Background: an optimization exercise with open tools, aiming at small area, a short achievable clock period and few clock cycles per item. Do not read the settings as production practice. In this exercise RTL edits were held to simulation tests only and were not proved equivalent to the original. Power and IR drop assume default switching activity.

**flow/run.sh**
```bash
#!/bin/bash
# synth_recipe.tcl (not shown) runs the flow's synth.tcl, then flattens the netlist and writes it again
# the make line also repeats each setting of config.mk as NAME=value (left out here)
make -C /OpenROAD-flow-scripts/flow DESIGN_CONFIG=/design/flow/config.mk WORK_HOME=/design/flow/orfs CLKGATE_MAP_FILE= SYNTH_SCRIPT=/design/flow/synth_recipe.tcl finish
```
**flow/config.mk**
```make
export PLATFORM = sky130hd
export DESIGN_NAME = sk_unit
export DESIGN_NICKNAME = sk_unit
export VERILOG_FILES = /design/flow/design.v
export SDC_FILE = /design/flow/constraint.sdc
export NUM_CORES = 4
export LEC_CHECK = 0
export CAP_MARGIN = 40
export CORE_MARGIN = 2
export CORE_UTILIZATION = 22
export GPL_ROUTABILITY_DRIVEN = 1
export PLACE_DENSITY = 0.32
export SLEW_MARGIN = 40
```
**flow/constraint.sdc**
```tcl
create_clock -name core_clock -period 8.0 [get_ports {clk}]
set_input_delay 1.6000 -clock core_clock [delete_from_list [all_inputs] [get_ports {clk}]]
set_output_delay 1.6000 -clock core_clock [all_outputs]
set_load 0.01 [all_outputs]
```
**flow/design.v**
```verilog
module sk_derive (
    input  wire [63:0]   mk,
    output wire [1023:0] subkeys    
);
    localparam [79:0] CUM = {5'd28, 5'd27, 5'd25, 5'd23, 5'd21, 5'd19, 5'd17, 5'd15,
                             5'd14, 5'd12, 5'd10, 5'd8,  5'd6,  5'd4,  5'd2,  5'd1};
    wire [31:0] hi = mk[63:32];
    wire [31:0] lo = mk[31:0];
    genvar r, i;
    generate
        for (r = 0; r < 16; r = r + 1) begin : g_round
            localparam integer C = CUM[5*r +: 5];
            wire [31:0] hi_rot = (hi << C) | (hi >> (32 - C));
            wire [31:0] lo_rot = (lo << C) | (lo >> (32 - C));
            wire [63:0] combined = {hi_rot, lo_rot};
            wire [63:0] permuted;
            for (i = 0; i < 64; i = i + 1) begin : g_bit
                assign permuted[i] = combined[i] ^ combined[63 - i];
            end
            assign subkeys[64*r +: 64] = permuted + 64'd12345 * r;
        end
    endgenerate
endmodule
module sk_divider (
    input  wire        clk,
    input  wire        rst,
    input  wire        start,
    input  wire [63:0] dividend,
    input  wire [64:0] divisor,
    output reg         busy,
    output reg         finish,      
    output reg  [63:0] quotient,
    output reg  [64:0] remainder
);
    reg [63:0] num;
    reg [64:0] den;
    reg [6:0]  count;
    wire [65:0] trial = {remainder, num[63]};
    wire        fits  = trial >= {1'b0, den};
    wire [65:0] diff  = trial - {1'b0, den};
    always @(posedge clk) begin
        if (rst) begin
            busy      <= 1'b0;
            finish    <= 1'b0;
            quotient  <= 64'd0;
            remainder <= 65'd0;
            num       <= 64'd0;
            den       <= 65'd0;
            count     <= 7'd0;
        end else begin
            finish <= 1'b0;
            if (start) begin
                busy      <= 1'b1;
                num       <= dividend;
                den       <= divisor;
                quotient  <= 64'd0;
                remainder <= 65'd0;
                count     <= 7'd0;
            end else if (busy) begin
                remainder <= fits ? diff[64:0] : trial[64:0];
                quotient  <= {quotient[62:0], fits};
                num       <= {num[62:0], 1'b0};
                count     <= count + 7'd1;
                if (count == 7'd63) begin
                    busy   <= 1'b0;
                    finish <= 1'b1;
                end
            end
        end
    end
endmodule
module sk_unit (
    input  wire         clk,
    input  wire         rst,           
    input  wire         cmd_valid,
    output wire         cmd_ready,
    input  wire [63:0]  cmd_word,
    input  wire [63:0]  key_in,
    input  wire [63:0]  min_in,
    input  wire [63:0]  max_in,
    input  wire [63:0]  px_in,
    input  wire [63:0]  now_us,
    output reg          done,
    output reg  [3:0]   errcode,
    output reg          init,
    output reg  [3:0]   cursor,
    output reg  [63:0]  master,
    output reg  [63:0]  result,
    output reg  [63:0]  px_out,
    input  wire [3:0]   sk_idx,
    output wire [63:0]  subkey
);
    localparam [7:0] OP_INIT  = 8'h11;
    localparam [7:0] OP_INITT = 8'h12;
    localparam [7:0] OP_RAW   = 8'h13;
    localparam [7:0] OP_RANGE = 8'h14;
    localparam [7:0] OP_ROTL  = 8'h21;
    localparam [7:0] OP_BRX   = 8'h22;
    localparam [3:0] E_OK      = 4'd0;
    localparam [3:0] E_INVALID = 4'd1;
    localparam [3:0] E_NOINIT  = 4'd2;
    localparam [3:0] E_ILLEGAL = 4'd3;
    localparam [1:0] S_IDLE = 2'd0;
    localparam [1:0] S_EXEC = 2'd1;
    localparam [1:0] S_DIV  = 2'd2;
    reg [1:0]  state;
    reg [63:0] p_cmd;
    reg [63:0] p_key;
    reg [63:0] p_min;
    reg [63:0] p_max;
    reg [63:0] p_px;
    reg [63:0] p_now;
    reg [63:0] subkeys [0:15];
    assign cmd_ready = (state == S_IDLE);
    assign subkey    = subkeys[sk_idx];
    wire [7:0]  op  = p_cmd[7:0];
    wire [7:0]  sub = p_cmd[15:8];
    wire [15:0] imm = p_cmd[31:16];
    wire [31:0] rsv = p_cmd[63:32];
    wire plain    = (rsv == 32'd0) && (sub == 8'd0) && (imm == 16'd0);
    wire is_init  = plain && (op == OP_INIT);
    wire is_initt = plain && (op == OP_INITT);
    wire is_raw   = plain && (op == OP_RAW);
    wire is_range = plain && (op == OP_RANGE);
    wire is_brx   = plain && (op == OP_BRX);
    wire is_rotl  = (rsv == 32'd0) && (sub == 8'd0) && (op == OP_ROTL);
    wire legal    = is_init | is_initt | is_raw | is_range | is_brx | is_rotl;
    wire range_bad = $signed(p_max) < $signed(p_min);
    wire shamt_bad = imm > 16'd32;
    reg [3:0] code;
    always @(*) begin
        if (!legal)                                code = E_ILLEGAL;
        else if ((is_raw || is_range) && !init)    code = E_NOINIT;
        else if (is_range && range_bad)           code = E_INVALID;
        else if (is_rotl && shamt_bad)            code = E_INVALID;
        else                                       code = E_OK;
    end
    function [63:0] brx64;
        input [63:0] v;
        integer k;
        begin
            for (k = 0; k < 64; k = k + 1)
                brx64[k] = v[k] ^ v[63 - k];
        end
    endfunction
    wire [63:0] raw_value = brx64(subkeys[cursor]);
    wire [64:0] span = {p_max[63], p_max} - {p_min[63], p_min} + 65'd1;
    wire [63:0] rot_pair = {p_px[31:0], p_px[31:0]} << imm[5:0];
    wire [31:0] rotl_out = rot_pair[63:32];
    reg  [63:0]   new_master;
    wire [1023:0] new_subkeys;
    sk_derive u_derive (.mk(new_master), .subkeys(new_subkeys));
    reg         div_start;
    wire        div_busy, div_finish;
    wire [63:0] div_q;
    wire [64:0] div_r;
    sk_divider u_div (
        .clk(clk), .rst(rst), .start(div_start),
        .dividend(is_initt ? p_now : raw_value),
        .divisor(is_initt ? 65'd1000 : span),
        .busy(div_busy), .finish(div_finish),
        .quotient(div_q), .remainder(div_r)
    );
    always @(*) begin
        if (is_initt) new_master = div_q;
        else          new_master = p_key;
    end
    always @(*) div_start = (state == S_EXEC) && (code == E_OK) && (is_initt || is_range);
    integer j;
    always @(posedge clk) begin
        if (rst) begin
            state   <= S_IDLE;
            p_cmd   <= 64'd0;
            p_key   <= 64'd0;
            p_min   <= 64'd0;
            p_max   <= 64'd0;
            p_px    <= 64'd0;
            p_now   <= 64'd0;
            done    <= 1'b0;
            errcode <= 4'd0;
            init    <= 1'b0;
            cursor  <= 4'd0;
            master  <= 64'd0;
            result  <= 64'd0;
            px_out  <= 64'd0;
            for (j = 0; j < 16; j = j + 1)
                subkeys[j] <= 64'd0;
        end else begin
            done <= 1'b0;
            case (state)
                S_IDLE: begin
                    if (cmd_valid) begin
                        p_cmd   <= cmd_word;
                        p_key   <= key_in;
                        p_min   <= min_in;
                        p_max   <= max_in;
                        p_px    <= px_in;
                        p_now   <= now_us;
                        errcode <= E_OK;
                        state   <= S_EXEC;
                    end
                end
                S_EXEC: begin
                    if (div_start) begin
                        state <= S_DIV;
                    end else begin
                        if (code == E_OK) begin
                            if (is_init) begin
                                master <= new_master;
                                for (j = 0; j < 16; j = j + 1)
                                    subkeys[j] <= new_subkeys[64*j +: 64];
                                cursor <= 4'd0;
                                result <= 64'd0;
                                init   <= 1'b1;
                            end
                            if (is_raw) begin
                                result <= raw_value;
                                cursor <= cursor + 4'd1;
                            end
                            if (is_rotl) px_out <= {32'd0, rotl_out};
                            if (is_brx)  px_out <= brx64(p_px);
                        end
                        errcode <= code;
                        done    <= 1'b1;
                        state   <= S_IDLE;
                    end
                end
                S_DIV: begin
                    if (div_finish) begin
                        if (is_initt) begin
                            master <= new_master;
                            for (j = 0; j < 16; j = j + 1)
                                subkeys[j] <= new_subkeys[64*j +: 64];
                            cursor <= 4'd0;
                            result <= 64'd0;
                            init   <= 1'b1;
                        end else begin
                            result <= p_min + div_r[63:0];
                            cursor <= cursor + 4'd1;
                        end
                        errcode <= E_OK;
                        done    <= 1'b1;
                        state   <= S_IDLE;
                    end
                end
                default: state <= S_IDLE;
            endcase
        end
    end
endmodule
```
==> notes.md <==
==> cell type report <==
cell class,instances,area (um^2)
inverters,263,987.2
repair buffers,1717,15970
clock inverters,85,1255
well taps,7287,9117
flip-flops and latches,1845,37010
fillers,60420,398900
clock buffers,383,7651
multi-input cells,12480,80820
diodes,102,255.2
==> critical path, stage by stage <==
cell and delay (ps):
clkdlybuf4s50_1 830, nand2b_1 430, nor2_4 70, buf_4 270
buf_4 290, a22o_1 250, a221oi_1 210, nand4_1 820
clkdlybuf4s50_1 740
==> worst paths after layout <==
path	slack, ps	endpoint	from
setup / recovery	800	subkey[11]	sk_idx[3]
hold / removal	450	u_div.den[45]	u_div.den[45]
setup reg to reg	1030	subkeys[5][46]	p_cmd[45]
hold reg to reg	450	u_div.den[45]	u_div.den[45]
==> power groups by stage <==
stage | logic (mW) | registers [mW] | clock network [mW]
global route | 6.58 | 9.56 | 13.2
CTS | 6.30 | 9.55 | 12.9
global placement | 6.21 | 9.75 | 0
finish | 6.62 | 9.55 | 12.7
floorplan | 2.57 | 9.62 | 0
detailed placement | 6.28 | 9.75 | 0
==> cells by family after synthesis <==
kind of cell / count (synthesis) / share of synthesized area
adder cells (fa/ha/maj): 322 / 0.03521
XOR/XNOR: 1718 / 0.1237
buffers and inverters: 1631 / 0.05296
other: 1 / 0.00003082
multiplexers: 364 / 0.03286
flip-flops: 1845 / 0.3036
AO/OA/AOI/OAI: 4496 / 0.2467
AND/OR/NAND/NOR: 5579 / 0.2050
==> registers in the layout, summed over array words and instances (netlist names), 7 cells and up <==
signal / flops
p_px: 64
u_div.den: 65
result: 64
p_max: 64
p_key: 64
u_div.quotient: 64
u_div.count: 7
u_div.num: 64
p_min: 64
px_out: 64
subkeys: 992
u_div.remainder: 65
master: 64
p_cmd: 64
p_now: 64
==> cells in the final DEF, fill, tap and decap left out, drive strengths merged, types with 113 or more instances in the layout <==
cell type      count
mux2i            285
a221oi           331
ha               288
nor3             283
nand2           2111
a22oi            311
o21ai            510
xnor2            958
inv              273
a22o             347
a21oi           1453
dfxtp           1845
a211oi           773
and3             117
a21o             136
xor2             760
nand4            228
nor2b            125
clkbuf           383
or3              117
a311oi           113
nor2            1715
clkdlybuf4s50    653
nand3            397
buf             1063
==> metal layers <==
metal / global-route usage / vias to the layer above / part of all wire
met4: 0.3004 / 152 / 0.092
met1: 0.5058 / 71630 / 0.42
met3: 0.1187 / 2413 / 0.098
met5: 0 / - / 0.00087
li1: - / 58310 / -
met2: 0.5422 / 8986 / 0.39
==> metrics by stage <==
step / instances / hold WS, ps / area, um^2 / setup WS (ps)
4_1_cts: 24050 / 451.5 / 152400 / 983.7
3_3_place_gp: 23560 / 440.7 / 141900 / 671.0
3_5_place_dp: 23590 / 443.9 / 143500 / 1002
6_report: 24160 / 449.6 / 153100 / 798.9
2_1_floorplan: 15960 / 431.9 / 121700 / 2584
5_1_grt: 24080 / 459.1 / 152800 / 868.6
==> impl_metrics.toml <==
[layout]
synthToLayoutAreaGrowth_pct = 25.80
drive_gt1_frac = 0.1210
fin_nets = 17290
fin_util = 0.2773

[placement]
hpwl_mm = 903.1
place.gp.congestion = 1.072
portBuffers = 655

[routing]
wl_per_cell_um = 47.54
route.detailed.drc = 0
first_pass_iters = 10
routed_wl_mm = 1149
drt_iter0_drc = 19910
detail-route-antenna-nets = 0
vias_per_cell = 5.856
vias = 141500

[pwr]
combPwrFrac = 0.229
clkPwrFrac = 0.440
power.leakage_nw = 53.96
power_mw = 28.88
netSwitchingPower_mw = 10.45
swShare = 0.3619
power_per_cell_area_mw_per_mm2 = 188.7
seq_power_share = 0.331
p_int_mw = 18.43
vdd_ir_drop_max_uv = 137.0

[yosys]
yosys_warnings = 3
async_flop_share = 0
syn-cell-area_mm2 = 0.1217
avgSynthCellArea_um2 = 7.626
synth-edff-count = 0
synth_ff_type = "dfxtp_1"
synth_top_area_frac = 0.3036
yosysMostFrequentCell = "nand2_1"
ys_seq_area_frac = 0.3036
synthTopCellsByArea = "dfxtp_1, xnor2_1, nand2_1"
yosysTopAreaCell = "dfxtp_1"
synth_cell_types = 108
synth_common_cells = "nand2_1, dfxtp_1, nor2_1"
yosys_register_bits = 1845
synthCells = 15960

[global_route]
grt_max_degree = 155
grt_pass1_vias = 128700
grt-ovfl-total = 0
globalRouteTotalUtil = 0.3922
grt_pass1_wl_mm = 1446
grt_antenna_before_repair = 230

[die]
core_mm2 = 0.5520
die-width_um = 747.7
dieArea_mm2 = 0.5590
row_count = 273
start_util = 0.2204
ios = 658
chipHeight_um = 747.7

[setup_path]
crit_arrival_ps = 5600
endpoint_kind = "output pin"
cp-start-kind = "input pin"
crit_type = "in2out"
critPathMaxFanout = 18
required_ps = 6400
r2r_cells = 14

[timing]
rsz0062_at_grt = "no"
slew-limit-headroom = 0.2964
tns_ps = 0
worst_clock_skew_ps = 74.68
slew_viol_final = 0
setup_viol = 0
finalHoldViolations = 0
fmax_ghz = 0.1389
fin_crit_sh = 0.9001
period_needed_ps = 7201
worst_slew_pin_slew_ps = 1048

[cts]
clk_path_buf_depth = 4
clk_pin_slew_ps = 50
numCtsBuffers = 265
cts_max_level = 5
clk_latency_ps = 1050
cts-root-buf = "clkbuf_16"
cts-hold-fix-buffers = 0
post_cts_buffers = 0
cts.sink_count = 1845
cts_resized = 0
cts_tree = "yes"

[flow_run]
drv_cap = 0

[outcome]
status = "complete, no violations"

[hold_path]
whs_path_depth = 2
min_path_type = "reg2reg"
Testbench counts, summed over its fixed seeds: cycles 97,563, items 2,400.

==> re-timing with driven ports <==
No port has a modelled driver above. Below, the same layout with a new extraction and two added sets of constraints.
Step 1: set_driving_cell puts a clkbuf_16 on clk and a buf_2 on each other input, an assumption about the parent block.
Step 2, shift: input delay + t, output delay - t, t = (earliest + latest rising clock arrival at the registers) / 2. This alone moves slack from input paths to output paths.
Slacks: ideal / step 1 / step 2; pairs: ideal / step 1.
t, ns: 1.145
setup WS [ns]: 0.799 / 0.773 / 0.773
worst setup path at the end: input to output
After both steps setup and hold are still met in this run. For this run, drivers alone change the setup slack by -0.026 ns; drivers and shift together by -0.026 ns.
